This design comes from an exercise in tuning for small area, a short achievable clock period and few clock cycles on the open sky130 flow, not from production work. Power is estimated from default activity; no workload was simulated.

before:
Design swath_engine, start of the top module:
module swath_engine (
    input  wire        clk,
    input  wire        rst,
    input  wire        in_valid,
    output wire        in_ready,
    input  wire [5:0]  in_swath,
    input  wire        in_mirror,
    input  wire [63:0] in_sh_l,
    input  wire [63:0] in_sh_r,
    input  wire [63:0] in_lv_l,
    input  wire [63:0] in_lv_r,
    output wire        ev_valid,
    input  wire        ev_ready,
    output wire [15:0] ev_data,
    output wire        res_valid,
    output wire [6:0]  res_k
);
    localparam [2:0] G_IDLE   = 3'd0,    
                     G_SELCOL = 3'd1,
                     G_RCMD   = 3'd2,
                     G_RSEL   = 3'd3,
                     G_DATA   = 3'd4,
                     G_WR     = 3'd5,
                     G_END    = 3'd6;
    localparam [3:0] K_CMD = 4'd1, K_DATA = 4'd2, K_SELCOL = 4'd3,
                     K_SELROW = 4'd4, K_WRITE = 4'd5, K_END = 4'd6;
    wire [63:0] d_l  = in_sh_l ^ in_lv_l;
    wire [63:0] d_r  = in_sh_r ^ in_lv_r;
    wire [63:0] t_l  = {64{in_mirror}} & d_r;
    wire [63:0] t_r  = {64{in_mirror}} & d_l;
    wire [63:0] wl_m = (in_sh_l | t_l) & (~in_lv_l | t_l);
    wire [63:0] wr_m = (in_sh_r | t_r) & (~in_lv_r | t_r);
    wire [63:0] any_n   = d_l | d_r;
    reg [63:0] any, wl, wr;      
    reg [5:0]  sw;
    reg        rdy;              
  ...
Size in the first run: ~270 flip-flops.
==> module swath_engine, before the edit <==
module swath_engine (
    input  wire        clk,
    input  wire        rst,
    input  wire        in_valid,
    output wire        in_ready,
    input  wire [5:0]  in_swath,
    input  wire        in_mirror,
    input  wire [63:0] in_sh_l,
    input  wire [63:0] in_sh_r,
    input  wire [63:0] in_lv_l,
    input  wire [63:0] in_lv_r,
    output wire        ev_valid,
    input  wire        ev_ready,
    output wire [15:0] ev_data,
    output wire        res_valid,
    output wire [6:0]  res_k
);
    localparam [2:0] G_IDLE   = 3'd0,    
                     G_SELCOL = 3'd1,
                     G_RCMD   = 3'd2,
                     G_RSEL   = 3'd3,
                     G_DATA   = 3'd4,
                     G_WR     = 3'd5,
                     G_END    = 3'd6;
    localparam [3:0] K_CMD = 4'd1, K_DATA = 4'd2, K_SELCOL = 4'd3,
                     K_SELROW = 4'd4, K_WRITE = 4'd5, K_END = 4'd6;
    wire [63:0] d_l  = in_sh_l ^ in_lv_l;
    wire [63:0] d_r  = in_sh_r ^ in_lv_r;
    wire [63:0] t_l  = {64{in_mirror}} & d_r;
    wire [63:0] t_r  = {64{in_mirror}} & d_l;
    wire [63:0] wl_m = (in_sh_l | t_l) & (~in_lv_l | t_l);
    wire [63:0] wr_m = (in_sh_r | t_r) & (~in_lv_r | t_r);
    wire [63:0] any_n   = d_l | d_r;
    reg [63:0] any, wl, wr;      
    reg [5:0]  sw;
    reg        rdy;              
    reg        full;             
    reg        fresh;            
    reg        men;              
    reg [7:0]  bq;               
    reg        bq_ok;            
    reg        sel;              
    reg        xv;               
    reg [5:0]  ridx;             
    reg        rbl, rbr;         
    reg        xd;               
    reg        rlast;            
    reg [2:0]  gs;               
    reg        first;            
    reg        last;             
    reg        bl, br;           
    reg [6:0]  k;                
    reg        evv, evend;
    reg [15:0] evd;
    reg        endr;             
    reg        resv;
    reg [6:0]  resk;
    reg [1:0]  nq;               
    reg [5:0]  cq;               
    reg        hold;             
    reg [63:0] pre;              
    integer i;
    always @(*) begin
        pre[0] = 1'b0;
        for (i = 1; i < 64; i = i + 1) pre[i] = pre[i-1] | any[i-1];
    end
    wire [63:0] lo = any & ~pre;
    reg  [5:0]  lo_idx;
    integer j;
    always @(*) begin
        lo_idx = 6'd0;
        for (j = 0; j < 64; j = j + 1) lo_idx = lo_idx | ({6{lo[j]}} & j[5:0]);
    end
    wire lo_l  = |(lo & wl);
    wire lo_r  = |(lo & wr);
    wire sb       = ~|any;                       
    wire ext      = full & sel & ~xv;            
    wire adv      = ~evv | ev_ready;
    wire gen_rsel = adv & (gs == G_RSEL);
    wire start    = adv & (gs == G_IDLE) & full & ~sel & ~sb;
    wire take     = in_valid & rdy;
    wire retire   = full & ~sel & sb;            
    wire nb_new   = fresh & full & ~sb;          
    wire drain    = ~endr & cq[0] & ~hold;
    assign in_ready  = rdy;
    assign ev_valid  = evv;
    assign ev_data   = evd;
    assign res_valid = resv;
    assign res_k     = resk;
    wire       full_n = take | (full & ~sb);
    wire [1:0] nq_n   = nb_new ? (endr ? nq : {nq[0], 1'b1})
                               : (endr ? {1'b0, nq[1]} : nq);
    wire       hold_n = (retire & nq[0] | hold) & ~endr;
    wire [5:0] cq_n   = retire ? (drain ? cq : {cq[4:0], 1'b1})
                               : (drain ? {1'b0, cq[5:1]} : cq);
    wire       slot_n = take ? (bq_ok & (&bq)) : ~full_n;
    wire       rdy_n  = slot_n & ~cq_n[4] & ~(nq_n[0] & ~hold_n & cq_n[0]);
    always @(posedge clk) begin
        if (men) begin
            any <= any_n;
            wl  <= wl_m;
            wr  <= wr_m;
            sw  <= in_swath;
        end else if (ext) begin
            any <= any & pre;
        end
        for (i = 0; i < 8; i = i + 1) bq[i] <= ~|any_n[8*i +: 8];
        if (ext) begin
            ridx  <= lo_idx;
            rbl   <= lo_l;
            rbr   <= lo_r;
        end
    end
    always @(posedge clk) begin
        if (gen_rsel) begin
            bl   <= rbl;
            br   <= rbr;
            last <= xd ? sb : rlast;
            k    <= first ? 7'd1 : k + 7'd1;
        end
        if (adv) begin
            case (gs)
                G_IDLE:   evd <= {K_CMD, 12'd0};
                G_SELCOL: evd <= {K_SELCOL, sw, sw};
                G_RCMD:   evd <= {K_CMD, 12'd0};
                G_RSEL:   evd <= {K_SELROW, ridx, ridx};
                G_DATA:   evd <= {K_DATA, 12'd0};
                G_WR:     evd <= {K_WRITE, 4'd0, {4{br}}, {4{bl}}};
                default:  evd <= {K_END, 12'd0};
            endcase
            evend <= (gs == G_END);
        end
        resk <= endr ? k : 7'd0;
    end
    always @(posedge clk) begin
        if (rst) begin
            rdy   <= 1'b1;
            full  <= 1'b0;
            fresh <= 1'b0;
            bq_ok <= 1'b0;
            men   <= 1'b1;
            xd    <= 1'b0;
            sel   <= 1'b0;
            xv    <= 1'b0;
            gs    <= G_IDLE;
            first <= 1'b0;
            evv   <= 1'b0;
            endr  <= 1'b0;
            resv  <= 1'b0;
            nq    <= 2'd0;
            cq    <= 6'd0;
            hold  <= 1'b0;
        end else begin
            bq_ok <= in_valid & ~take;
            men   <= slot_n;
            xd    <= ext;
            if (xd) rlast <= sb;
            if (take)                            sel <= 1'b0;
            else if (adv && gs == G_SELCOL)      sel <= 1'b1;
            if (ext)           xv <= 1'b1;
            else if (gen_rsel) xv <= 1'b0;
            if (adv) begin
                case (gs)
                    G_IDLE: begin
                        evv <= full & ~sb;
                        if (full & ~sb) gs <= G_SELCOL;
                    end
                    G_SELCOL: begin evv <= 1'b1; gs <= G_RCMD; end
                    G_RCMD:   begin evv <= 1'b1; gs <= G_RSEL; end
                    G_RSEL:   begin evv <= 1'b1; gs <= G_DATA; end
                    G_DATA:   begin evv <= 1'b1; gs <= G_WR;   end
                    G_WR:     begin evv <= 1'b1; gs <= last ? G_END : G_RCMD; end
                    default:  begin evv <= 1'b1; gs <= G_IDLE; end
                endcase
            end
            if (start)         first <= 1'b1;
            else if (gen_rsel) first <= 1'b0;
            endr  <= evv & ev_ready & evend;
            rdy   <= rdy_n;
            full  <= full_n;
            fresh <= take;
            resv  <= endr | drain;
            nq    <= nq_n;
            cq    <= cq_n;
            hold  <= hold_n;
        end
    end
endmodule
==> flow/config.mk <==
export PLATFORM = sky130hd
export DESIGN_NAME = swath_engine
export DESIGN_NICKNAME = swath_engine
export VERILOG_FILES = /design/flow/design.v
export SDC_FILE = /design/flow/constraint.sdc
export NUM_CORES = 4
export LEC_CHECK = 0
export CAP_MARGIN = 20
export CORE_MARGIN = 2
export CORE_UTILIZATION = 40
export SLEW_MARGIN = 20
==> flow/constraint.sdc <==
create_clock -name core_clock -period 10.0 [get_ports {clk}]
set_input_delay 2.0000 -clock core_clock [delete_from_list [all_inputs] [get_ports {clk}]]
set_output_delay 2.0000 -clock core_clock [all_outputs]
set_load 0.01 [all_outputs]
standard.sh (not shown) runs the stock make flow with config.mk's settings and CLKGATE_MAP_FILE= SYNTH_SCRIPT=/design/flow/synth_recipe.tcl, a recipe that flattens the netlist after the stock synthesis.
==> flow/flow/run.sh <==
#!/bin/bash
# Layout flow: the standard ORFS flow (standard synthesis, unchanged),
# with small port buffers and the timing repair aimed at extra setup slack.
set -euo pipefail
export BUFFER_PORTS_ARGS="-buffer_cell sky130_fd_sc_hd__buf_1"
export SETUP_SLACK_MARGIN=6.5
bash standard.sh > orfs_make.log 2>&1
## Diff of input files: after against before
--- a/flow/design.v
+++ b/flow/design.v
@@ -27,8 +27,8 @@
     wire [63:0] d_l  = in_sh_l ^ in_lv_l;
     wire [63:0] d_r  = in_sh_r ^ in_lv_r;
-    wire [63:0] t_l  = {64{in_mirror}} & d_r;
-    wire [63:0] t_r  = {64{in_mirror}} & d_l;
-    wire [63:0] wl_m = (in_sh_l | t_l) & (~in_lv_l | t_l);
-    wire [63:0] wr_m = (in_sh_r | t_r) & (~in_lv_r | t_r);
+    wire [63:0] wl_n = in_sh_l & ~in_lv_l;
+    wire [63:0] wr_n = in_sh_r & ~in_lv_r;
+    wire [63:0] wl_m = in_mirror ? (wl_n | d_r) : wl_n;
+    wire [63:0] wr_m = in_mirror ? (wr_n | d_l) : wr_n;
     wire [63:0] any_n   = d_l | d_r;
     reg [63:0] any, wl, wr;      
@@ -89,9 +89,11 @@
     assign res_k     = resk;
     wire       full_n = take | (full & ~sb);
-    wire [1:0] nq_n   = nb_new ? (endr ? nq : {nq[0], 1'b1})
-                               : (endr ? {1'b0, nq[1]} : nq);
+    wire       n_up   = nb_new & ~endr;
+    wire       n_dn   = endr & ~nb_new;
+    wire [1:0] nq_n   = n_up ? {nq[0], 1'b1} : n_dn ? {1'b0, nq[1]} : nq;
     wire       hold_n = (retire & nq[0] | hold) & ~endr;
-    wire [5:0] cq_n   = retire ? (drain ? cq : {cq[4:0], 1'b1})
-                               : (drain ? {1'b0, cq[5:1]} : cq);
+    wire       c_up   = retire & ~drain;
+    wire       c_dn   = drain & ~retire;
+    wire [5:0] cq_n   = c_up ? {cq[4:0], 1'b1} : c_dn ? {1'b0, cq[5:1]} : cq;
     wire       slot_n = take ? (bq_ok & (&bq)) : ~full_n;
     wire       rdy_n  = slot_n & ~cq_n[4] & ~(nq_n[0] & ~hold_n & cq_n[0]);
- The lower routability congestion estimate of after and before is in before.
- Internal portion of total power: after vs before down 16 µW
- Row post-synthesis instance area: after higher / before lower
- Compared with before, after has extra setup slack.
- Looking at via count, after sits 108 above before.
- In after the placed wire-length estimate after detailed placement turned out 810 µm lower than in before.
- Lower final wirelength among after and before: after
- On number of placed instances with taps included, the higher figure sits with after, not before.
- From before to after the numbers moved as follows: part of the cycle the worst path needs shows a reduction of 0.69 points, global-route met3 utilization shows no meaningful change, count of mapped cells out of synthesis shows an increase of 78, multi-input logic portion of the cell area shows an increase of 1.4 points.
- Compared with before, after shows a non-clock buffer count that is about 2.6% lower.
No run of this note included a check of the RTL's function; only the layout flow was run.

-- static timing again, ports no longer ideal --
How much do the figures lean on ideal ports? The routed layouts below were timed once more, with nothing changed but the port constraints. Step 1, drivers: a clkbuf_16 drives clk and a buf_2 each remaining input, both assumed. Step 2 moves the port delays by t, midway between the first and last clock arrival at a register: inputs arrive t later, outputs are due t later. That takes back most of the time a late clock gives input paths. Three values: ideal, step 1, step 2; two values: the first two.
run | t, ns | setup WS [ns] | hold slack, ns
before | 0.615 | 6.602 / 6.602 / 6.279 | 0.474 / 0.474 / 0.474
after | 0.613 | 6.670 / 6.670 / 6.255 | 0.447 / 0.447 / 0.447
After both steps setup and hold are still met in every run listed. For after, which loses most, drivers alone change the setup slack by 0.000 ns; drivers and shift together by -0.415 ns.
